Source: an optimization exercise on an open RTL-to-GDS flow (aim: small area, a short achievable clock period and few clock cycles). Production flows keep margins and buffers that such runs may drop. In this exercise RTL edits were held to simulation tests only and were not proved equivalent to the original. Power and IR drop assume default switching activity.

==> design/flow/design.v <==
module hqd_bsx (
    input  wire        clk,
    input  wire        rst,
    input  wire        reg_we,
    input  wire [3:0]  reg_addr,
    input  wire [15:0] reg_wdata,
    output reg  [15:0] reg_rdata,
    input  wire        g_we,
    input  wire [7:0]  g_row,
    input  wire [7:0]  g_col,
    input  wire        g_d,
    output wire        s_valid,
    output wire [1:0]  s_sym,
    input  wire        s_ready
);
    localparam integer NMAX = 33;
    localparam [3:0] R_CMD     = 4'd0;
    localparam [3:0] R_STATUS  = 4'd1;
    localparam [3:0] R_SIZE    = 4'd2;
    localparam [3:0] R_MASK    = 4'd3;
    localparam [3:0] R_FMTRAW  = 4'd4;
    localparam [3:0] R_FMTINFO = 4'd5;
    localparam [3:0] R_COUNT   = 4'd6;
    localparam [3:0] R_VERSION = 4'd7;
    localparam [3:0] R_PROW    = 4'd8;
    localparam [3:0] R_PCOL    = 4'd9;
    localparam [3:0] R_PRES    = 4'd10;
    localparam [1:0] EC_NONE    = 2'd0;    
    localparam [1:0] EC_SHAPE   = 2'd1;    
    localparam [1:0] EC_BOUNDS  = 2'd2;    
    localparam [1:0] EC_ILLEGAL = 2'd3;    
    localparam [14:0] FMT_KEY = 15'h5412;
    localparam [63:0] MOD3_1  = 64'h2492492492492492;
    localparam [63:0] MOD3_2  = 64'h4924924924924924;
    localparam [63:0] DIV3_EV = 64'h71c71c71c71c71c7;
    reg [NMAX*NMAX-1:0] grid;           
    reg        sc_busy;                 
    reg        sc_end;                  
    reg [5:0]  sc_row;
    reg [5:0]  sc_col;
    reg        sc_side;                 
    reg        sc_up;
    reg [3:0]  sc_k;                    
    reg        st_done;
    reg        st_fmtv;
    reg [1:0]  st_err;
    reg [7:0]  size_r;
    reg [2:0]  mask_r;
    reg [14:0] fmtraw_r;
    reg [9:0]  count_r;
    reg [7:0]  prow_r;
    reg [7:0]  pcol_r;
    reg [2:0]  pres_r;                  
    wire busy = sc_busy;
    wire size_legal = (size_r == 8'd21) || (size_r == 8'd25) || (size_r == 8'd29) ||
                      (size_r == 8'd33);
    reg [2:0] version;
    always @(*) begin
        case (size_r)
            8'd21:   version = 3'd1;
            8'd25:   version = 3'd2;
            8'd29:   version = 3'd3;
            8'd33:   version = 3'd4;
            default: version = 3'd0;
        endcase
    end
    localparam integer T_GE   = 0;      
    localparam integer T_LE   = 1;      
    localparam integer T_EQ   = 2;      
    localparam integer T_IN   = 3;      
    function [255:0] ntab;
        input integer kind;
        input integer a;
        input integer b;
        integer v, x, n;
        begin
            for (v = 0; v < 4; v = v + 1) begin
                n = (v == 0) ? 33 : 17 + 4 * v;
                for (x = 0; x < 64; x = x + 1) begin
                    case (kind)
                        T_GE:    ntab[v*64 + x] = (x >= n - a);
                        T_LE:    ntab[v*64 + x] = (x <= n - a);
                        T_EQ:    ntab[v*64 + x] = (x == n - a);
                        default: ntab[v*64 + x] = (x >= n - a) && (x <= n - b);
                    endcase
                end
            end
        end
    endfunction
    localparam [255:0] TAB_GE_N8   = ntab(T_GE, 8, 0);
    localparam [255:0] TAB_GE_N7   = ntab(T_GE, 7, 0);
    localparam [255:0] TAB_GE_N0   = ntab(T_GE, 0, 0);
    localparam [255:0] TAB_IN_9_5  = ntab(T_IN, 9, 5);
    localparam [255:0] TAB_IN_8_4  = ntab(T_IN, 8, 4);
    localparam [255:0] TAB_EQ_N1   = ntab(T_EQ, 1, 0);
    localparam [255:0] TAB_EQ_N4   = ntab(T_EQ, 4, 0);
    localparam [255:0] TAB_EQ_N8   = ntab(T_EQ, 8, 0);
    localparam [255:0] TAB_EQ_N10  = ntab(T_EQ, 10, 0);
    wire [1:0] nsel = size_r[3:2];
    reg [5:0] n_m1, n_m4, n_m8, n_m10;
    always @(*) begin
        case (nsel)
            2'b01:   begin n_m1 = 6'd20; n_m4 = 6'd17; n_m8 = 6'd13; n_m10 = 6'd11; end
            2'b10:   begin n_m1 = 6'd24; n_m4 = 6'd21; n_m8 = 6'd17; n_m10 = 6'd15; end
            2'b11:   begin n_m1 = 6'd28; n_m4 = 6'd25; n_m8 = 6'd21; n_m10 = 6'd19; end
            default: begin n_m1 = 6'd32; n_m4 = 6'd29; n_m8 = 6'd25; n_m10 = 6'd23; end
        endcase
    end
    wire [5:0] rd_row = sc_row;
    wire [5:0] rd_col = sc_col;
    wire [NMAX-1:0] rsel;
    wire [NMAX-1:0] csel;
    wire [NMAX-1:0] colbit;
    genvar gi, gj;
    generate
        for (gi = 0; gi < NMAX; gi = gi + 1) begin : g_sel
            assign rsel[gi] = (rd_row == gi);
            assign csel[gi] = (rd_col == gi);
        end
        for (gj = 0; gj < NMAX; gj = gj + 1) begin : g_colrd
            wire [NMAX-1:0] cv;
            for (gi = 0; gi < NMAX; gi = gi + 1) begin : g_cell
                assign cv[gi] = grid[gi*NMAX + gj];
            end
            assign colbit[gj] = |(cv & rsel);
        end
    endgenerate
    wire rd_mod = |(colbit & csel);
    wire [1:0] r3 = {MOD3_2[rd_row], MOD3_1[rd_row]};
    wire [1:0] c3 = {MOD3_2[rd_col], MOD3_1[rd_col]};
    wire       r0 = rd_row[0];
    wire       c0 = rd_col[0];
    wire       s3z = (r3 == 2'd0 && c3 == 2'd0) || (r3 == 2'd1 && c3 == 2'd2) ||
                     (r3 == 2'd2 && c3 == 2'd1);                   
    wire       p3z = (r3 == 2'd0) || (c3 == 2'd0);                 
    wire       p3o = !p3z && (r3 == c3);                           
    wire       p2  = r0 & c0;                                      
    reg        rd_inv;
    always @(*) begin
        case (mask_r)
            3'd0:    rd_inv = !(r0 ^ c0);
            3'd1:    rd_inv = !r0;
            3'd2:    rd_inv = (c3 == 2'd0);
            3'd3:    rd_inv = s3z;
            3'd4:    rd_inv = (rd_row[5:1] == 5'd0) && DIV3_EV[rd_col];
            3'd5:    rd_inv = !p2 && p3z;
            3'd6:    rd_inv = p2 ? p3o : !p3o;
            default: rd_inv = !r0 && !c0;
        endcase
    end
    wire rd_bit = rd_mod ^ rd_inv;
    wire [5:0] pr = rd_row;
    wire [5:0] pc = rd_col;
    wire pr_le8 = (pr <= 6'd8);
    wire pc_le8 = (pc <= 6'd8);
    wire rd_func = (TAB_GE_N8[{nsel, pc}] && pr_le8) ||
                   (TAB_IN_9_5[{nsel, pc}] && TAB_IN_9_5[{nsel, pr}]) ||
                   (pr == 6'd6) || (pc == 6'd6) ||
                   (pc_le8 && pr_le8) ||
                   (pc_le8 && TAB_GE_N7[{nsel, pr}]);
    assign s_valid = sc_busy;
    assign s_sym   = {sc_end, !sc_end & rd_bit};
    wire   xfer    = sc_busy && s_ready;
    reg [3:0] err_code;
    always @(*) begin
        case (st_err)
            EC_NONE:   err_code = 4'd0;
            EC_SHAPE:  err_code = 4'd1;
            EC_BOUNDS: err_code = 4'd2;
            default:   err_code = 4'd6;
        endcase
    end
    wire [14:0] fmtinfo = fmtraw_r ^ (st_fmtv ? FMT_KEY : 15'd0);
    always @(*) begin
        case (reg_addr)
            R_STATUS:  reg_rdata = {8'd0, err_code, 1'b0, st_fmtv, st_done, busy};
            R_SIZE:    reg_rdata = {8'd0, size_r};
            R_MASK:    reg_rdata = {13'd0, mask_r};
            R_FMTRAW:  reg_rdata = {1'b0, fmtraw_r};
            R_FMTINFO: reg_rdata = {1'b0, fmtinfo};
            R_COUNT:   reg_rdata = {6'd0, count_r};
            R_VERSION: reg_rdata = {13'd0, version};
            R_PROW:    reg_rdata = {8'd0, prow_r};
            R_PCOL:    reg_rdata = {8'd0, pcol_r};
            R_PRES:    reg_rdata = {12'd0, pres_r[2] ^ pres_r[0], pres_r};
            default:   reg_rdata = 16'd0;
        endcase
    end
    wire [NMAX-1:0] wrow;
    wire [NMAX-1:0] wcol;
    generate
        for (gi = 0; gi < NMAX; gi = gi + 1) begin : g_wsel
            assign wrow[gi] = g_we && !busy && (g_row == gi);
            assign wcol[gi] = (g_col == gi);
        end
        for (gi = 0; gi < NMAX; gi = gi + 1) begin : g_wr
            for (gj = 0; gj < NMAX; gj = gj + 1) begin : g_wc
                always @(posedge clk)
                    if (wrow[gi] && wcol[gj])
                        grid[gi*NMAX + gj] <= g_d;
            end
        end
    endgenerate
    wire [14:0] raw;
    assign raw[0] = grid[0*NMAX + 8];
    assign raw[1] = grid[1*NMAX + 8];
    assign raw[2] = grid[2*NMAX + 8];
    assign raw[3] = grid[3*NMAX + 8];
    assign raw[4] = grid[4*NMAX + 8];
    assign raw[5] = grid[5*NMAX + 8];
    assign raw[6] = grid[7*NMAX + 8];
    assign raw[7] = grid[8*NMAX + 8];
    generate
        for (gi = 8; gi < 15; gi = gi + 1) begin : g_fmt
            reg b;
            always @(*) begin
                case (size_r[3:2])
                    2'b01:   b = grid[(21 - 15 + gi)*NMAX + 8];
                    2'b10:   b = grid[(25 - 15 + gi)*NMAX + 8];
                    2'b11:   b = grid[(29 - 15 + gi)*NMAX + 8];
                    default: b = grid[(33 - 15 + gi)*NMAX + 8];
                endcase
            end
            assign raw[gi] = b;
        end
    endgenerate
    wire [14:0] f_full = raw ^ FMT_KEY;
    wire k_top  = (sc_k <= 4'd3) || (sc_k >= 4'd6);
    wire k_bot  = (sc_k >= 4'd6);
    wire k_aln  = (sc_k == 4'd2) || (sc_k == 4'd3);
    wire k_half = (sc_k == 4'd4);
    reg [5:0] row_nx;
    reg       row_last;
    always @(*) begin
        if (!sc_up) begin
            if (sc_row == 6'd5 && !k_top)                     row_nx = 6'd7;
            else if (k_aln && TAB_EQ_N10[{nsel, sc_row}])     row_nx = n_m4;
            else                                              row_nx = sc_row + 6'd1;
            row_last = k_bot ? TAB_EQ_N8[{nsel, sc_row}] : TAB_EQ_N1[{nsel, sc_row}];
        end else begin
            if (sc_row == 6'd7 && !k_top)                     row_nx = 6'd5;
            else if (k_aln && TAB_EQ_N4[{nsel, sc_row}])      row_nx = n_m10;
            else                                              row_nx = sc_row - 6'd1;
            row_last = (sc_row == (k_top ? 6'd9 : 6'd0));
        end
    end
    wire nx_half = k_half && TAB_IN_8_4[{nsel, sc_row}];
    wire [3:0] k_nx   = (sc_k == 4'd5) ? ((sc_col == 6'd9) ? 4'd6 : 4'd5) : sc_k + 4'd1;
    wire       up_nx  = (sc_k == 4'd7) ? sc_up : !sc_up;
    wire       top_nx = (k_nx <= 4'd3) || (k_nx >= 4'd6);
    wire       bot_nx = (k_nx >= 4'd6);
    wire [5:0] col_nx = (sc_k == 4'd6) ? sc_col - 6'd2 : sc_col - 6'd1;
    wire [5:0] row_st = up_nx ? (bot_nx ? n_m8 : n_m1) : (top_nx ? 6'd9 : 6'd0);
    wire       last_pair = (sc_k == 4'd8);
    wire       cmd_wr = reg_we && (reg_addr == R_CMD) && !busy;
    wire [7:0] cmd_w  = reg_wdata[7:0];
    always @(posedge clk) begin
        if (rst) begin
            sc_busy   <= 1'b0;
            sc_end    <= 1'b0;
            sc_row    <= 6'd0;
            sc_col    <= 6'd0;
            sc_side   <= 1'b0;
            sc_up     <= 1'b0;
            sc_k      <= 4'd0;
            st_done   <= 1'b0;
            st_fmtv   <= 1'b0;
            st_err    <= EC_NONE;
            size_r    <= 8'd0;
            mask_r    <= 3'd0;
            fmtraw_r  <= 15'd0;
            count_r   <= 10'd0;
            prow_r    <= 8'd0;
            pcol_r    <= 8'd0;
            pres_r    <= 3'd0;
        end else if (!busy) begin
            if (reg_we) begin
                case (reg_addr)
                    R_SIZE: size_r <= reg_wdata[7:0];
                    R_MASK: mask_r <= reg_wdata[2:0];
                    R_PROW: begin prow_r <= reg_wdata[7:0]; sc_row <= reg_wdata[5:0]; end
                    R_PCOL: begin pcol_r <= reg_wdata[7:0]; sc_col <= reg_wdata[5:0]; end
                    default: ;
                endcase
            end
            if (cmd_wr && cmd_w != 8'h00) begin
                st_done <= 1'b0;
                st_err  <= EC_NONE;
                if (cmd_w[7:3] != 5'd0 || (cmd_w[2] && cmd_w[1:0] != 2'd0)) begin
                    st_err <= EC_ILLEGAL;
                end else if (!size_legal) begin
                    st_err <= EC_SHAPE;
                end else if (cmd_w == 8'h04) begin
                    if (prow_r[7:6] != 2'd0 || pcol_r[7:6] != 2'd0 ||
                        TAB_GE_N0[{nsel, prow_r[5:0]}] || TAB_GE_N0[{nsel, pcol_r[5:0]}]) begin
                        st_err <= EC_BOUNDS;
                    end else begin
                        pres_r  <= {rd_inv, rd_func, rd_mod};
                        st_done <= 1'b1;
                    end
                end else begin
                    if (cmd_w[0]) begin
                        fmtraw_r <= raw;
                        mask_r   <= f_full[12:10];
                        st_fmtv  <= 1'b1;
                    end
                    if (cmd_w == 8'h01) begin
                        st_done <= 1'b1;
                    end else begin
                        sc_busy <= 1'b1;
                        sc_end  <= 1'b0;
                        count_r <= 10'd0;
                        sc_row  <= n_m1;
                        sc_col  <= n_m1;
                        sc_side <= 1'b0;
                        sc_up   <= 1'b1;
                        sc_k    <= 4'd0;
                    end
                end
            end
        end else if (s_ready) begin
            if (sc_end) begin
                sc_busy <= 1'b0;
                sc_end  <= 1'b0;
                st_done <= 1'b1;
                sc_row  <= prow_r[5:0];
                sc_col  <= pcol_r[5:0];
            end else begin
                count_r <= count_r + 10'd1;
                if (!sc_side) begin
                    sc_side <= 1'b1;
                    sc_col  <= sc_col - 6'd1;
                end else if (!row_last) begin
                    sc_row  <= row_nx;
                    sc_side <= nx_half;
                    if (!nx_half)
                        sc_col <= sc_col + 6'd1;
                end else if (last_pair) begin
                    sc_end  <= 1'b1;
                end else begin
                    sc_k    <= k_nx;
                    sc_up   <= up_nx;
                    sc_row  <= row_st;
                    sc_col  <= col_nx;
                    sc_side <= 1'b0;
                end
            end
        end
    end
endmodule
==> design/flow/flow/run.sh <==
#!/bin/bash
# The standard layout (standard.sh, unchanged synthesis and steps) with two make settings:
# timing repair aims for 14 ns of setup slack instead of 0, and clock-tree sinks are clustered
# in groups of up to 20 (diameter up to 100 um) without dummy loads.
# make's full output goes to standard_flow.log in this folder; ORFS's per-step logs stay under orfs/logs.
set -euo pipefail
bash standard.sh \
  SETUP_SLACK_MARGIN=14 \
  "CTS_ARGS=-sink_clustering_enable -repair_clock_nets -dont_use_dummy_load -sink_clustering_size 20 -sink_clustering_max_diameter 100" \
  finish > standard_flow.log 2>&1
==> design/flow/standard.sh <==
#!/bin/bash
# synth_recipe.tcl (not shown) runs the flow's synth.tcl, then flattens the netlist and writes it again
# the make line also repeats each setting of config.mk as NAME=value (left out here)
make -C /OpenROAD-flow-scripts/flow DESIGN_CONFIG=/design/flow/config.mk WORK_HOME=/design/flow/orfs CLKGATE_MAP_FILE= SYNTH_SCRIPT=/design/flow/synth_recipe.tcl "${@:-finish}"
==> design/flow/config.mk <==
export PLATFORM = sky130hd
export DESIGN_NAME = hqd_bsx
export DESIGN_NICKNAME = hqd_bsx
export VERILOG_FILES = /design/flow/design.v
export SDC_FILE = /design/flow/constraint.sdc
export NUM_CORES = 4
export LEC_CHECK = 0
export CAP_MARGIN = 20
export CORE_MARGIN = 2
export CORE_UTILIZATION = 60
export SLEW_MARGIN = 20
==> design/flow/constraint.sdc <==
create_clock -name core_clock -period 25.0 [get_ports {clk}]
set_input_delay 5.0000 -clock core_clock [delete_from_list [all_inputs] [get_ports {clk}]]
set_output_delay 5.0000 -clock core_clock [all_outputs]
set_load 0.01 [all_outputs]
==> impl_metrics.py, run 1 <==
metrics = {
    "run_status": {
        "status": "no timing/DRC/antenna violations",
    },
    "worst_hold_path": {
        "hold_depth": 2,
        "hp-class": "register to register",
    },
    "sta": {
        "report.final.slew_viol_count": 0,
        "finalCriticalPeriod_ns": 11.25,
        "slew_headroom_pct": 22.9,
        "fmax_mhz": 88.9,
        "fin_skew_ns": 0.0598,
        "finalHoldViolCount": 0,
        "setup_violations": 0,
        "worst_pin_slew_ns": 1.16,
        "rsz0062_at_grt": "true",
        "fin_crit_sh_pct": 45.0,
        "tns_ns": 0,
    },
    "clocking": {
        "clkSinkCount": 1168,
        "numCtsBuffers": 68,
        "hold_buffers": 0,
        "insertion_delay_ns": 0.68,
        "clock_path_buffers": 3,
        "path_clk_slew_ns": 0.08,
        "root_buffer": "clkbuf_16",
        "h-tree-depth": 3,
        "cts_tree": "yes",
    },
    "cells_and_area": {
        "drive_gt1_share_pct": 9.29,
        "syn_to_final_growth_pct": 7.85,
        "multi_input_area_mm2": 0.0166,
        "final_nets": 4467,
        "num-fill-cells": 6793,
        "seq_area_mm2": 0.0343,
        "final_common_cell": "nor2_1",
        "finalInstanceArea_mm2": 0.0561,
        "mostFrequentLayoutCells": "1221 x nor2_1, 1089 x edfxtp_1, 312 x a22oi_1",
    },
    "synthesis": {
        "synth_cell_types": 88,
        "syn-cell-area_mm2": 0.0520,
        "syn_inst": 4538,
        "synth_edf_count": 1089,
        "ys_seq_area_share_pct": 65.9,
        "yosysWarnings": 1,
        "synth.avg_cell_area_um2": 11.5,
        "async_reset_ff_share_pct": 0,
        "ys_ff_latch": 1168,
        "synthFlopType": "edfxtp_1",
    },
    "place": {
        "place_area_mm2": 0.0535,
        "gp_congestion": 0.926,
        "dp_hpwl_um": 103000,
        "io_buffers": 51,
    },
    "run": {
        "drv_cap": 0,
    },
    "global_route": {
        "grt_pass1_wl_um": 268000,
        "grt_use_total_pct": 42.6,
        "antenna_found_initial": 9,
        "gr-total-overflow": 0,
        "grt_max_degree": 145,
        "grt_pass1_vias": 36642,
    },
    "worst_setup_path": {
        "end_kind": "output port",
        "cp.required_ns": 20.00,
        "worstSetupPathType": "register to output port",
        "worst-path-max-fanout": 17,
        "start_kind": "register",
        "crit_arrival_ns": 6.25,
        "r2r_cells": 11,
    },
    "floorplanning": {
        "ioPinCount": 61,
        "core_area_mm2": 0.0855,
        "die_width_um": 298,
        "num_rows": 107,
        "die_h_um": 298,
        "die_area_mm2": 0.0890,
        "start_util_pct": 60.8,
    },
    "drt": {
        "wire_per_inst_um": 34.7,
        "drc_errors": 0,
        "vias": 40055,
        "drt-pass1-iter-count": 7,
        "drt-vias-per-instance": 7.23,
        "ant_nets": 0,
        "drtIter0Drc": 7817,
        "wirelength_um": 192000,
    },
    "pwr": {
        "p_per_area_mw_per_mm2": 59.8,
        "peakVddDrop_uv": 54.5,
        "leakage_nw": 17.0,
    },
}
## path summary, 6_finish.rpt
kind / to / slack [ns] / start
max: s_sym[0] / 13.75 / sc_row[3]
min: fmtraw_r[13] / 0.45 / fmtraw_r[13]
max reg2reg: sc_col[2] / 19.91 / size_r[2]
min reg2reg: fmtraw_r[13] / 0.45 / fmtraw_r[13]
## power by group
| group | internal (mW) | switching (mW) |
|---|---|---|
| registers | 2.13 | 0.00189 |
| clock network | 0.486 | 0.624 |
| logic | 0.0271 | 0.0794 |
## final cells by class
| type | instances | area share, % |
|---|---|---|
| multi-input cells | 2908 | 29.6 |
| well taps | 1144 | 2.55 |
| repair buffers | 214 | 3.33 |
| flip-flops and latches | 1168 | 61.2 |
| clock buffers | 68 | 3.04 |
| diodes | 5 | 0.0223 |
| inverters | 34 | 0.250 |
## timing repair
action,4_1_cts,5_1_grt
gates cloned,1,0
pin swaps,23,16
endpoints found under the setup margin,16,9
resized for setup,127,23
buffers inserted,34,11
## synthesized netlist by cell type, drive strengths merged (34+ instances only)
library cell / instances / share of area [%]
mux2i: 36 / 0.69
nand3: 170 / 1.6
clkbuf: 345 / 2.5
a22oi: 316 / 4.6
a2111oi: 34 / 0.61
a221oi: 44 / 0.74
a21oi: 104 / 1.0
dfxtp: 79 / 3.0
o21ai: 39 / 0.38
nand2: 221 / 1.6
nor3: 44 / 0.42
edfxtp: 1089 / 63
a22o: 72 / 1.2
nor2: 1251 / 9.1
and3: 92 / 1.1
nand4: 84 / 1.0
buf: 84 / 0.88
## per-stage QoR
step           hold WS (ns)  std cells  setup slack (ns)  util (%)  power [mW]
2_1_floorplan         0.427       4538             14.01         -        2.22
3_3_place_gp          0.436       5415             12.22      62.5        2.27
3_5_place_dp          0.442       5417             12.25      62.5        2.27
4_1_cts               0.455       5520             13.83      65.1        3.33
5_1_grt               0.495       5536             13.75      65.5        3.40
6_report              0.454       5541             13.75      65.5        3.35
## flip-flops by register name (all words and copies together) (netlist names), 2 cells and up
signal and flops:
grid 1089, fmtraw_r 15, count_r 10, pcol_r 8, prow_r 8, size_r 8
sc_col 6, sc_row 6, sc_k 4, mask_r 3, pres_r 3, st_err 2
## metal layers
metal  wire, µm  track usage (%)  vias up  part of all wire (%)
met5         74                0        -                 0.038
met4      13700             24.3        8                   7.1
met3      27500             9.48      722                    14
met2      85100             65.2     3230                    44
met1      66000             56.6    19718                    34
li1           -                -    16377                     -
## cell families after synthesis
| logic type | synth area share, % |
|---|---|
| buffers and inverters | 3.62 |
| XOR/XNOR | 0.455 |
| other | 0.00721 |
| flip-flops | 65.9 |
| AND/OR/NAND/NOR | 17.0 |
| AO/OA/AOI/OAI | 11.4 |
| multiplexers | 0.823 |
| adder cells (fa/ha/maj) | 0.765 |
## worst max-delay path, cell delays in order (launching register included)
cell and delay [ns]:
dfxtp_2 0.76, nor4b_2 0.70, buf_4 0.48, and2_1 0.63, buf_4 0.50, a22oi_1 0.19, nand4_1 0.15, nor4_1 0.13
a211o_1 0.44, a41oi_1 0.31, o31ai_4 0.20, a22o_1 0.27, a21oi_1 0.24, clkdlybuf4s50_1 0.59
Testbench counts, summed over its fixed seeds: cycles 32,224.
==> run 2, diff against run 1 <==
--- a/design/flow/design.v
+++ b/design/flow/design.v
@@ -37,4 +37,6 @@
     reg        sc_busy;                 
     reg        sc_end;                  
+    reg        sc_last;                 
+    reg        s_bit;                   
     reg [5:0]  sc_row;
     reg [5:0]  sc_col;
@@ -107,9 +109,10 @@
         endcase
     end
-    wire [5:0] rd_row = sc_row;
+    wire       gw_ok  = g_we && !busy;
+    wire [5:0] rd_row = gw_ok ? g_row[5:0] : sc_row;
     wire [5:0] rd_col = sc_col;
     wire [NMAX-1:0] rsel;
     wire [NMAX-1:0] csel;
-    wire [NMAX-1:0] colbit;
+    wire [NMAX-1:0] colbit;             
     genvar gi, gj;
     generate
@@ -160,6 +163,5 @@
                    (pc_le8 && TAB_GE_N7[{nsel, pr}]);
     assign s_valid = sc_busy;
-    assign s_sym   = {sc_end, !sc_end & rd_bit};
-    wire   xfer    = sc_busy && s_ready;
+    assign s_sym   = {sc_end, s_bit};
     reg [3:0] err_code;
     always @(*) begin
@@ -188,16 +190,14 @@
     end
     wire [NMAX-1:0] wrow;
-    wire [NMAX-1:0] wcol;
+    wire [NMAX-1:0] wdat;
     generate
         for (gi = 0; gi < NMAX; gi = gi + 1) begin : g_wsel
-            assign wrow[gi] = g_we && !busy && (g_row == gi);
-            assign wcol[gi] = (g_col == gi);
+            assign wrow[gi] = gw_ok && (g_row == gi);
+            assign wdat[gi] = (g_col == gi) ? g_d : colbit[gi];
         end
         for (gi = 0; gi < NMAX; gi = gi + 1) begin : g_wr
-            for (gj = 0; gj < NMAX; gj = gj + 1) begin : g_wc
-                always @(posedge clk)
-                    if (wrow[gi] && wcol[gj])
-                        grid[gi*NMAX + gj] <= g_d;
-            end
+            always @(posedge clk)
+                if (wrow[gi])
+                    grid[gi*NMAX +: NMAX] <= wdat;
         end
     endgenerate
@@ -253,4 +253,22 @@
     wire [5:0] row_st = up_nx ? (bot_nx ? n_m8 : n_m1) : (top_nx ? 6'd9 : 6'd0);
     wire       last_pair = (sc_k == 4'd8);
+    wire [2:0] scan_mask = reg_wdata[0] ? f_full[12:10] : mask_r;
+    reg        corner;
+    always @(*) begin
+        case (nsel)
+            2'b01:   corner = grid[20*NMAX + 20];
+            2'b10:   corner = grid[24*NMAX + 24];
+            2'b11:   corner = grid[28*NMAX + 28];
+            default: corner = grid[32*NMAX + 32];
+        endcase
+    end
+    reg        first_inv;
+    always @(*) begin
+        case (scan_mask)
+            3'd0, 3'd1, 3'd7: first_inv = 1'b1;
+            3'd4:             first_inv = 1'b0;
+            default:          first_inv = (nsel == 2'b10);
+        endcase
+    end
     wire       cmd_wr = reg_we && (reg_addr == R_CMD) && !busy;
     wire [7:0] cmd_w  = reg_wdata[7:0];
@@ -259,4 +277,6 @@
             sc_busy   <= 1'b0;
             sc_end    <= 1'b0;
+            sc_last   <= 1'b0;
+            s_bit     <= 1'b0;
             sc_row    <= 6'd0;
             sc_col    <= 6'd0;
@@ -310,8 +330,10 @@
                         sc_busy <= 1'b1;
                         sc_end  <= 1'b0;
+                        sc_last <= 1'b0;
+                        s_bit   <= corner ^ first_inv;
                         count_r <= 10'd0;
                         sc_row  <= n_m1;
-                        sc_col  <= n_m1;
-                        sc_side <= 1'b0;
+                        sc_col  <= n_m1 - 6'd1;
+                        sc_side <= 1'b1;
                         sc_up   <= 1'b1;
                         sc_k    <= 4'd0;
@@ -328,20 +350,26 @@
             end else begin
                 count_r <= count_r + 10'd1;
-                if (!sc_side) begin
-                    sc_side <= 1'b1;
-                    sc_col  <= sc_col - 6'd1;
-                end else if (!row_last) begin
-                    sc_row  <= row_nx;
-                    sc_side <= nx_half;
-                    if (!nx_half)
-                        sc_col <= sc_col + 6'd1;
-                end else if (last_pair) begin
-                    sc_end  <= 1'b1;
+                if (sc_last) begin
+                    sc_end <= 1'b1;
+                    s_bit  <= 1'b0;
                 end else begin
-                    sc_k    <= k_nx;
-                    sc_up   <= up_nx;
-                    sc_row  <= row_st;
-                    sc_col  <= col_nx;
-                    sc_side <= 1'b0;
+                    s_bit <= rd_bit;
+                    if (!sc_side) begin
+                        sc_side <= 1'b1;
+                        sc_col  <= sc_col - 6'd1;
+                    end else if (!row_last) begin
+                        sc_row  <= row_nx;
+                        sc_side <= nx_half;
+                        if (!nx_half)
+                            sc_col <= sc_col + 6'd1;
+                    end else if (last_pair) begin
+                        sc_last <= 1'b1;
+                    end else begin
+                        sc_k    <= k_nx;
+                        sc_up   <= up_nx;
+                        sc_row  <= row_st;
+                        sc_col  <= col_nx;
+                        sc_side <= 1'b0;
+                    end
                 end
             end
==> design/flow/flow/run.sh (replaced) <==
#!/bin/bash
# The standard layout (standard.sh: unchanged synthesis and steps) with two make settings:
# timing repair aims for 14 ns of setup slack instead of 0, and the clock tree uses clkbuf_8
# with sink clusters of up to 12 (diameter up to 60 um) and no dummy loads.
# make's full output goes to standard_flow.log here; ORFS's per-step logs stay under orfs/logs.
set -euo pipefail
bash standard.sh \
  SETUP_SLACK_MARGIN=14 \
  "CTS_ARGS=-sink_clustering_enable -repair_clock_nets -dont_use_dummy_load -sink_clustering_size 12 -sink_clustering_max_diameter 60 -buf_list sky130_fd_sc_hd__clkbuf_8" \
  finish > standard_flow.log 2>&1
==> impl_metrics.py, run 2 <==
metrics = {
    "worst_setup_path": {
        "start_kind": "input port",
        "worst-path-max-fanout": 7,
        "crit_arrival_ns": 6.26,
        "end_kind": "output port",
        "cp.required_ns": 20.00,
        "worstSetupPathType": "input port to output port",
    },
    "drt": {
        "drt-vias-per-instance": 7.85,
        "drt-pass1-iter-count": 8,
        "wire_per_inst_um": 40.4,
        "ant_nets": 0,
        "drc_errors": 0,
        "vias": 36102,
        "wirelength_um": 186000,
        "drtIter0Drc": 7029,
    },
    "clocking": {
        "clock_path_buffers": 3,
        "numCtsBuffers": 113,
        "root_buffer": "clkbuf_8",
        "clkSinkCount": 1170,
        "insertion_delay_ns": 0.86,
        "cts_tree": "yes",
        "path_clk_slew_ns": 0.08,
        "h-tree-depth": 3,
    },
    "place": {
        "place_ws_ns": 11.98,
        "dp_hpwl_um": 103000,
        "gp_congestion": 0.975,
        "io_buffers": 51,
    },
    "floorplanning": {
        "start_util_pct": 60.3,
        "ioPinCount": 61,
        "die_h_um": 288,
        "core_area_mm2": 0.0802,
        "die_area_mm2": 0.0828,
        "die_width_um": 288,
        "num_rows": 104,
    },
    "worst_hold_path": {
        "hp-class": "register to register",
    },
    "sta": {
        "slew_headroom_pct": 22.1,
        "fmax_mhz": 88.8,
        "rsz0062_at_grt": "true",
        "tns_ns": 0,
        "setup_slack_ns": 13.74,
        "finalCriticalPeriod_ns": 11.26,
        "report.final.slew_viol_count": 0,
        "worst_pin_slew_ns": 1.17,
        "finalHoldViolCount": 0,
        "setup_violations": 0,
        "fin_skew_ns": 0.188,
        "fin_crit_sh_pct": 45.1,
    },
    "synthesis": {
        "synth_largest_area_cell": "edfxtp_1",
        "syn-cell-area_mm2": 0.0483,
        "async_reset_ff_share_pct": 0,
        "ys_ff_latch": 1170,
        "netlist.area_leader.share_pct": 67.7,
        "synth_cell_types": 86,
        "synthFlopType": "edfxtp_1",
        "synth_edf_count": 1089,
        "synth.avg_cell_area_um2": 14.0,
        "syn_inst": 3444,
        "ys_top_cells_by_area": "edfxtp_1 68%, a22oi_1 5.2%, dfxtp_1 3.4%",
        "yosysWarnings": 1,
        "synthTopCellsByCount": "1089 x edfxtp_1, 333 x a22oi_1, 233 x nand2_1",
        "yosysMostFrequentCell": "edfxtp_1",
        "ys_seq_area_share_pct": 71.0,
    },
    "cells_and_area": {
        "reg_top3": "grid (1089), fmtraw_r (15), count_r (10)",
        "syn_to_final_growth_pct": 9.89,
        "final_common_cell": "edfxtp_1",
        "mostFrequentLayoutCells": "1089 x edfxtp_1, 331 x a22oi_1, 227 x nand2_1",
        "regMostFlops": "grid",
        "final_nets": 3607,
        "drive_gt1_share_pct": 13.1,
        "largest_reg_flops": 1089,
    },
    "global_route": {
        "gr-total-overflow": 0,
        "antenna_found_initial": 11,
        "grt_pass1_vias": 33450,
        "grt_max_degree": 74,
        "grt_use_total_pct": 44.8,
        "grt_pass1_wl_um": 256000,
    },
    "run": {
        "drv_cap": 0,
    },
    "pwr": {
        "peakVddDrop_uv": 58.4,
        "p_per_area_mw_per_mm2": 66.1,
        "leakage_nw": 16.6,
    },
    "run_status": {
        "status": "no timing/DRC/antenna violations",
    },
}
run 2: power breakdown:
group          internal (mW)  leakage (nW)  total (mW)  switching, mW
clock network          0.399         0.812        1.01          0.607
registers               2.20          10.5        2.21        0.00277
logic                 0.0654          5.20       0.298          0.233
total                   2.67          16.6        3.51          0.843
run 2: final cells by class:
type	instances	area, µm²
Fill cell	5754	27100
Antenna cell	5	12.5
Tap cell	1060	1330
Multi-Input combinational cell	2005	13900
Sequential cell	1170	34300
Clock buffer	113	1560
Inverter	32	128
Timing Repair Buffer	215	1810
run 2: routing by layer:
layer | vias to the layer above | global-route usage [%] | share of wire [%]
met1 | 17744 | 60.3 | 34
met5 | - | 0 | 0.051
met4 | 14 | 26.4 | 7.6
li1 | 14058 | - | -
met2 | 3494 | 63.7 | 42
met3 | 792 | 15.1 | 17
run 2: worst max-delay path, stage by stage:
cell,delay [ns]
buf_8,0.12
nand2b_4,0.11
nor3_4,0.07
buf_4,0.14
a22o_1,0.20
a2111oi_4,0.34
o21ai_2,0.13
buf_2,0.16
run 2: path summary, 6_finish.rpt:
check	endpoint	depth (start not counted)	startpoint	slack, ns
setup / recovery	reg_rdata[1]	8	reg_addr[3]	13.74
hold / removal	fmtraw_r[11]	2	fmtraw_r[11]	0.46
setup reg to reg	pres_r[0]	14	sc_busy	18.61
hold reg to reg	fmtraw_r[11]	2	fmtraw_r[11]	0.46
run 2: through the flow:
stage	power, mW	hold WS, ns	utilization, %	area [µm²]	instances
floorplan	2.39	0.427	-	48400	3444
global placement	2.51	0.441	63.5	50900	4451
detailed placement	2.52	0.455	63.6	51000	4452
CTS	3.48	0.467	65.9	52800	4586
global route	3.58	0.492	66.2	53100	4596
finish	3.51	0.461	66.2	53100	4600
run 2: kinds of logic (layout without fill, tap and decap cells):
logic type / count (synthesis) / in the layout / synth area share [%]
XOR/XNOR: 30 / 30 / 0.544
AO/OA/AOI/OAI: 999 / 999 / 15.0
buffers and inverters: 269 / 360 / 2.30
flip-flops: 1170 / 1170 / 71.0
other: 1 / 6 / 0.00776
adder cells (fa/ha/maj): 28 / 28 / 0.725
AND/OR/NAND/NOR: 894 / 894 / 9.14
multiplexers: 53 / 53 / 1.20
run 2: timing repair:
action,4_1_cts,5_1_grt
setup endpoints to repair,15,15
buffers inserted,21,9
hold endpoints to repair,0,0
hold buffers,0,0
pin swaps,15,14
gates resized for setup,99,22
Testbench counts of run 2, summed over its fixed seeds: cycles 32,224.
==> run 3, diff against run 2 <==
==> design/flow/flow/run.sh (replaced) <==
#!/bin/bash
# The standard layout (standard.sh: unchanged synthesis and steps) with three make settings:
# - timing repair aims for 14 ns of setup slack instead of 0;
# - the clock tree uses clkbuf_8, sink clusters of up to 16 (diameter up to 60 um), no dummy loads;
# - every input and output port still gets a buffer, a buf_2.
# make's full output goes to standard_flow.log here; ORFS's per-step logs stay under orfs/logs.
set -euo pipefail
bash standard.sh \
  SETUP_SLACK_MARGIN=14 \
  "CTS_ARGS=-sink_clustering_enable -repair_clock_nets -dont_use_dummy_load -sink_clustering_size 16 -sink_clustering_max_diameter 60 -buf_list sky130_fd_sc_hd__clkbuf_8" \
  "BUFFER_PORTS_ARGS=-buffer_cell sky130_fd_sc_hd__buf_2" \
  finish > standard_flow.log 2>&1
==> impl_metrics.py, run 3 <==
metrics = {
    "clocking": {
        "clkSinkCount": 1170,
        "hold_buffers": 0,
        "clock_path_buffers": 3,
        "h-tree-depth": 3,
        "cts_tree": "yes",
        "insertion_delay_ns": 0.78,
        "root_buffer": "clkbuf_8",
        "path_clk_slew_ns": 0.10,
        "numCtsBuffers": 94,
    },
    "worst_setup_path": {
        "path_cells": "buf_12, nor2_1, nand2_1, o32ai_2, a221o_1, a221oi_2, o21ai_1, buf_2",
        "worst-path-max-fanout": 7,
        "cp.required_ns": 20.00,
        "start_kind": "input port",
        "end_kind": "output port",
        "worstSetupPathType": "input port to output port",
        "crit_arrival_ns": 6.28,
        "slowest_delay_ns": 0.28,
        "critPathSlowestCell": "a221o_1",
    },
    "sta": {
        "setup_violations": 0,
        "hold_slack_ns": 0.459,
        "finalCriticalPeriod_ns": 11.28,
        "fmax_mhz": 88.6,
        "finalHoldViolCount": 0,
        "rsz0062_at_grt": "true",
        "fin_skew_ns": 0.149,
        "worst_pin_slew_ns": 1.34,
        "fin_crit_sh_pct": 45.1,
        "report.final.slew_viol_count": 0,
        "tns_ns": 0,
        "slew_headroom_pct": 10.1,
    },
    "pwr": {
        "comb_power_share_pct": 8.7,
        "leakage_nw": 16.4,
        "power_frac_seq_pct": 64.4,
        "p_clk_share_pct": 26.9,
        "cellInternalPower_mw": 2.60,
        "power_switching_share_pct": 24.0,
        "p_per_area_mw_per_mm2": 65.0,
        "peakVddDrop_uv": 65.3,
        "switching_power_uw": 821,
    },
    "cells_and_area": {
        "final_common_cell": "edfxtp_1",
        "reg_top3": "grid (1089), fmtraw_r (15), count_r (10)",
        "final_nets": 3585,
        "largest_reg_flops": 1089,
        "finalInstanceArea_mm2": 0.0527,
        "regMostFlops": "grid",
        "mostFrequentLayoutCells": "1089 x edfxtp_1, 329 x a22oi_1, 228 x nand2_1",
        "drive_gt1_share_pct": 13.7,
        "syn_to_final_growth_pct": 9.00,
    },
    "synthesis": {
        "syn_inst": 3444,
        "ys_ff_latch": 1170,
        "yosysMostFrequentCell": "edfxtp_1",
        "synth.avg_cell_area_um2": 14.0,
        "yosysWarnings": 1,
        "ys_seq_area_share_pct": 71.0,
        "netlist.area_leader.share_pct": 67.7,
        "synthTopCellsByCount": "1089 x edfxtp_1, 333 x a22oi_1, 233 x nand2_1",
        "synth_largest_area_cell": "edfxtp_1",
        "syn-cell-area_mm2": 0.0483,
        "synth_edf_count": 1089,
        "ys_top_cells_by_area": "edfxtp_1 68%, a22oi_1 5.2%, dfxtp_1 3.4%",
        "async_reset_ff_share_pct": 0,
        "synth_cell_types": 86,
        "synthFlopType": "edfxtp_1",
    },
    "run": {
        "drv_cap": 0,
    },
    "run_status": {
        "status": "no timing/DRC/antenna violations",
    },
    "floorplanning": {
        "die_area_mm2": 0.0828,
        "core_area_mm2": 0.0802,
        "die_h_um": 288,
        "start_util_pct": 60.3,
        "ioPinCount": 61,
        "num_rows": 104,
        "die_width_um": 288,
    },
    "drt": {
        "vias": 35715,
        "wirelength_um": 185000,
        "drt-pass1-iter-count": 10,
        "ant_nets": 0,
        "drt-vias-per-instance": 7.80,
        "wire_per_inst_um": 40.5,
        "drtIter0Drc": 7238,
        "drc_errors": 0,
    },
    "global_route": {
        "grt_pass1_vias": 32883,
        "gr-total-overflow": 0,
        "antenna_found_initial": 14,
        "grt_use_total_pct": 44.3,
        "grt_pass1_wl_um": 253000,
        "grt_max_degree": 89,
    },
    "place": {
        "dp_hpwl_um": 103000,
        "io_buffers": 51,
        "place_area_mm2": 0.0507,
        "gp_congestion": 0.987,
    },
    "worst_hold_path": {
        "hp-class": "register to register",
    },
}
[run 3: cell types whose count changed in the layout (fill, tap and decap cells not counted), sizes merged]
cell / delta
dlygate4sd2: -1
buf: +35
clkdlybuf4s50: -34
clkbuf: -21
diode: +2
clkdlybuf4s15: -1
[run 3: final cells by class]
type                       count  area [µm²]
tap                         1060        1330
multi-input combinational   2005       14000
fill                        5796       27500
timing repair buffer         212        1600
clock buffer                  94        1290
antenna                        7        17.5
inverter                      32         125
sequential                  1170       34300
[run 3: cells by family (layout without fill, tap and decap cells)]
group	after synthesis	after routing	synth area share, %
and+or+nand+nor	894	894	9.14
DFF	1170	1170	71.0
other	1	8	0.00776
buffers and inverters	269	338	2.30
adders and majority gates	28	28	0.725
muxes	53	53	1.20
xor gates and xnor gates	30	30	0.544
AOI/OAI and AO/OA	999	999	15.0
[run 3: critical path: cells and delay by family]
family,cells,cell delay (ns)
AOI/OAI and AO/OA,4,0.75
buffers and inverters,2,0.28
and+or+nand+nor,2,0.24
[run 3: per-layer routing]
layer  global-route usage [%]  share of wire [%]  vias up
li1                         -                  -    14022
met1                     59.9                 34    17625
met2                     63.8                 42     3282
met3                     14.4                 16      776
met4                     25.0                7.2       10
met5                        0              0.034        -
[run 3: path summary, 6_finish.rpt]
path,startpoint,end,slack (ns),cells after the start
worst max-delay path,reg_addr[3],reg_rdata[0],13.72,8
worst min register to register,fmtraw_r[13],fmtraw_r[13],0.46,2
worst min-delay path,fmtraw_r[13],fmtraw_r[13],0.46,2
worst max register to register,sc_busy,pres_r[0],18.93,15
[run 3: repair_timing]
| item | CTS | global route |
|---|---|---|
| resized for setup | 50 | 13 |
| pin swaps | 12 | 9 |
| buffers inserted | 15 | 9 |
| setup endpoints to repair | 15 | 8 |
[run 3: power groups by stage]
stage	Clock (mW)	Combinational, mW	Sequential (mW)
final	0.920	0.296	2.20
after global routing	0.978	0.301	2.20
after CTS	0.915	0.272	2.20
after detailed placement	0	0.268	2.25
after global placement	0	0.258	2.25
after floorplan	0	0.143	2.25
[run 3: metrics by stage]
| step | instances | setup WS [ns] | power [mW] | util (%) |
|---|---|---|---|---|
| 3_5_place_dp | 4455 | 13.08 | 2.52 | 63.3 |
| 2_1_floorplan | 3444 | 13.88 | 2.39 | - |
| 3_3_place_gp | 4455 | 13.06 | 2.51 | 63.2 |
| 6_report | 4580 | 13.72 | 3.42 | 65.7 |
| 4_1_cts | 4564 | 13.71 | 3.39 | 65.3 |
| 5_1_grt | 4575 | 13.69 | 3.48 | 65.7 |
==> run 4, diff against run 3 <==
==> design/flow/flow/run.sh (replaced) <==
#!/bin/bash
# The standard layout (standard.sh: unchanged synthesis and steps) with these make settings:
# - timing repair aims for 14 ns of setup slack instead of 0;
# - the floorplan step removes the synthesis buffers (REMOVE_ABC_BUFFERS) instead of
#   repairing timing with them, and repair_design rebuffers as needed;
# - the clock tree uses clkbuf_8, sink clusters of up to 16 (diameter up to 60 um), no dummy loads;
# - every input and output port still gets a buffer, a buf_2.
# make's full output goes to standard_flow.log here; ORFS's per-step logs stay under orfs/logs.
set -euo pipefail
bash standard.sh \
  SETUP_SLACK_MARGIN=14 \
  REMOVE_ABC_BUFFERS=1 \
  "CTS_ARGS=-sink_clustering_enable -repair_clock_nets -dont_use_dummy_load -sink_clustering_size 16 -sink_clustering_max_diameter 60 -buf_list sky130_fd_sc_hd__clkbuf_8" \
  "BUFFER_PORTS_ARGS=-buffer_cell sky130_fd_sc_hd__buf_2" \
  finish > standard_flow.log 2>&1
==> impl_metrics.py, run 4 <==
metrics = {
    "sta": {
        "tns_ns": 0,
        "fin_skew_ns": 0.0926,
        "finalHoldViolCount": 0,
        "slew_headroom_pct": 12.7,
        "hold_slack_ns": 0.473,
        "report.final.slew_viol_count": 0,
        "setup_violations": 0,
        "fin_crit_sh_pct": 44.9,
        "fmax_mhz": 89.2,
        "worst_pin_slew_ns": 1.31,
        "finalCriticalPeriod_ns": 11.21,
        "rsz0062_at_grt": "true",
    },
    "synthesis": {
        "yosysMostFrequentCell": "edfxtp_1",
        "async_reset_ff_share_pct": 0,
        "synth_edf_count": 1089,
        "ys_seq_area_share_pct": 71.0,
        "synthTopCellsByCount": "1089 x edfxtp_1, 333 x a22oi_1, 233 x nand2_1",
        "syn-cell-area_mm2": 0.0483,
        "ys_ff_latch": 1170,
        "yosysWarnings": 1,
        "synth_cell_types": 86,
        "synth.avg_cell_area_um2": 14.0,
        "synthFlopType": "edfxtp_1",
        "ys_top_cells_by_area": "edfxtp_1 68%, a22oi_1 5.2%, dfxtp_1 3.4%",
        "netlist.area_leader.share_pct": 67.7,
        "synth_largest_area_cell": "edfxtp_1",
        "syn_inst": 3444,
    },
    "clocking": {
        "clock_path_buffers": 3,
        "clkSinkCount": 1170,
        "path_clk_slew_ns": 0.07,
        "h-tree-depth": 3,
        "hold_buffers": 0,
        "root_buffer": "clkbuf_8",
        "cts_tree": "yes",
        "numCtsBuffers": 89,
        "insertion_delay_ns": 0.78,
    },
    "worst_setup_path": {
        "start_kind": "input port",
        "slowest_delay_ns": 0.27,
        "crit_arrival_ns": 6.21,
        "end_kind": "output port",
        "r2r_cells": 15,
        "worstSetupPathType": "input port to output port",
        "worst-path-max-fanout": 6,
        "critPathSlowestCell": "a2111oi_4",
        "path_cells": "buf_12, nor2b_2, a22oi_2, o22ai_4, a2111oi_4, o21ai_1, buf_2",
        "cp.required_ns": 20.00,
    },
    "worst_hold_path": {
        "hold_depth": 2,
        "hp-class": "register to register",
    },
    "global_route": {
        "antenna_found_initial": 8,
        "grt_max_degree": 90,
        "gr-total-overflow": 0,
        "grt_pass1_wl_um": 253000,
        "grt_use_total_pct": 44.1,
        "grt_pass1_vias": 33075,
    },
    "cells_and_area": {
        "syn_to_final_growth_pct": 8.81,
        "drive_gt1_share_pct": 13.5,
        "mostFrequentLayoutCells": "1089 x edfxtp_1, 330 x a22oi_1, 229 x nand2_1",
        "reg_top3": "grid (1089), fmtraw_r (15), count_r (10)",
        "regMostFlops": "grid",
        "finalInstanceArea_mm2": 0.0526,
        "largest_reg_flops": 1089,
        "final_common_cell": "edfxtp_1",
        "fin_util_pct": 65.6,
        "final_nets": 3587,
    },
    "drt": {
        "drc_errors": 0,
        "ant_nets": 0,
        "drtIter0Drc": 6875,
        "drt-pass1-iter-count": 19,
        "wire_per_inst_um": 40.1,
        "vias": 35690,
        "drt-vias-per-instance": 7.79,
        "wirelength_um": 184000,
    },
    "pwr": {
        "p_per_area_mw_per_mm2": 64.8,
        "leakage_nw": 16.4,
        "power_frac_seq_pct": 64.7,
        "cellInternalPower_mw": 2.58,
        "p_clk_share_pct": 26.6,
        "peakVddDrop_uv": 64.6,
        "power_switching_share_pct": 24.2,
        "switching_power_uw": 824,
        "comb_power_share_pct": 8.7,
    },
    "floorplanning": {
        "die_width_um": 288,
        "num_rows": 104,
        "die_area_mm2": 0.0828,
        "die_h_um": 288,
        "ioPinCount": 61,
        "start_util_pct": 60.3,
        "core_area_mm2": 0.0802,
    },
    "place": {
        "gp_congestion": 0.980,
        "dp_hpwl_um": 101000,
        "io_buffers": 51,
        "place_area_mm2": 0.0508,
    },
    "run_status": {
        "status": "no timing/DRC/antenna violations",
    },
    "run": {
        "drv_cap": 0,
    },
}
==> run 4: worst max-delay path: cells and delay by family <==
family | cells | cell delay (ns)
AO/OA/AOI/OAI | 4 | 0.75
AND/OR/NAND/NOR | 1 | 0.19
buffers and inverters | 2 | 0.27
==> run 4: power groups by stage <==
stage               Sequential (mW)  Clock, mW  Combinational [mW]
global route                   2.20      0.961               0.303
finish                         2.20      0.905               0.298
detailed placement             2.25          0               0.271
floorplan                      2.25          0               0.130
global placement               2.25          0               0.261
CTS                            2.20      0.897               0.276
==> run 4: cell type report <==
type                       instances  area (µm²)
sequential                      1170       34300
antenna                            5        12.5
clock buffer                      89        1220
timing repair buffer             219        1670
multi-input combinational       2005       13900
fill                            5861       27600
inverter                          32         128
tap                             1060        1330
==> run 4: metrics by stage <==
stage	instances	power [mW]	setup WS, ns
6_report	4580	3.41	13.79
3_3_place_gp	4461	2.51	12.93
5_1_grt	4576	3.47	13.73
4_1_cts	4565	3.38	13.76
2_1_floorplan	3207	2.38	13.42
3_5_place_dp	4461	2.52	13.28
==> run 4: path summary, 6_finish.rpt <==
path                startpoint            to  slack (ns)
setup reg to reg       sc_busy         s_bit       18.52
hold / removal    fmtraw_r[13]  fmtraw_r[13]        0.47
setup / recovery   reg_addr[2]  reg_rdata[1]       13.79
hold reg to reg   fmtraw_r[13]  fmtraw_r[13]        0.47
==> run 4: logic make-up (layout without fill, tap and decap cells) <==
family                   count (synthesis)  count (layout)  synth area share [%]
buffers and inverters                  269             340                  2.30
other                                    1               6               0.00776
XOR/XNOR                                30              30                 0.544
multiplexers                            53              53                  1.20
adder cells (fa/ha/maj)                 28              28                 0.725
AO/OA/AOI/OAI                          999             999                  15.0
AND/OR/NAND/NOR                        894             894                  9.14
flip-flops                            1170            1170                  71.0
==> run 4: repair_timing <==
action | 4_1_cts | 5_1_grt
endpoints found under the setup margin | 12 | 8
gates resized for setup | 49 | 14
pin swaps | 9 | 12
gates cloned | 0 | 1
setup buffers | 15 | 8
==> run 4: layer usage <==
layer / track usage, % / vias to the layer above / share of wire [%]
met3: 13.6 / 753 / 16
met5: 0 / - / 0.074
met4: 22.7 / 14 / 7.0
li1: - / 14022 / -
met1: 60.1 / 17460 / 34
met2: 64.6 / 3441 / 43

==> static timing again, ports no longer ideal <==
How much do the figures lean on ideal ports? The routed layouts below were timed once more, with nothing changed but the port constraints.
Step 1 sets driving cells, clkbuf_16 on the clock port and buf_2 on the other inputs (assumed; they add their load-dependent delay and slew).
Step 2 also shifts input and output timing later by t, the mid clock arrival at the registers, as if the neighbouring blocks saw the same clock.
a / b / c = no drivers / after step 1 / after step 2; a / b = the first two.
| run | t (ns) | setup WS [ns] | worst setup path at the end | clock arrival spread, ns | slew at the worst register clock pin (ns) |
|---|---|---|---|---|---|
| run 1 | 0.714 | 13.746 / 13.672 / 13.678 | input to output | 0.069 / 0.070 | 0.09 / 0.09 |
| run 2 | 0.827 | 13.736 / 13.664 / 13.664 | input to output | 0.194 / 0.194 | 0.09 / 0.09 |
| run 3 | 0.776 | 13.718 / 13.647 / 13.647 | input to output | 0.155 / 0.155 | 0.11 / 0.11 |
| run 4 | 0.793 | 13.787 / 13.679 / 13.679 | input to output | 0.117 / 0.117 | 0.11 / 0.11 |
After both steps every run listed still meets setup and hold. The setup slack of run 4, which loses most, moves by -0.108 ns with the drivers and by -0.108 ns with both steps.
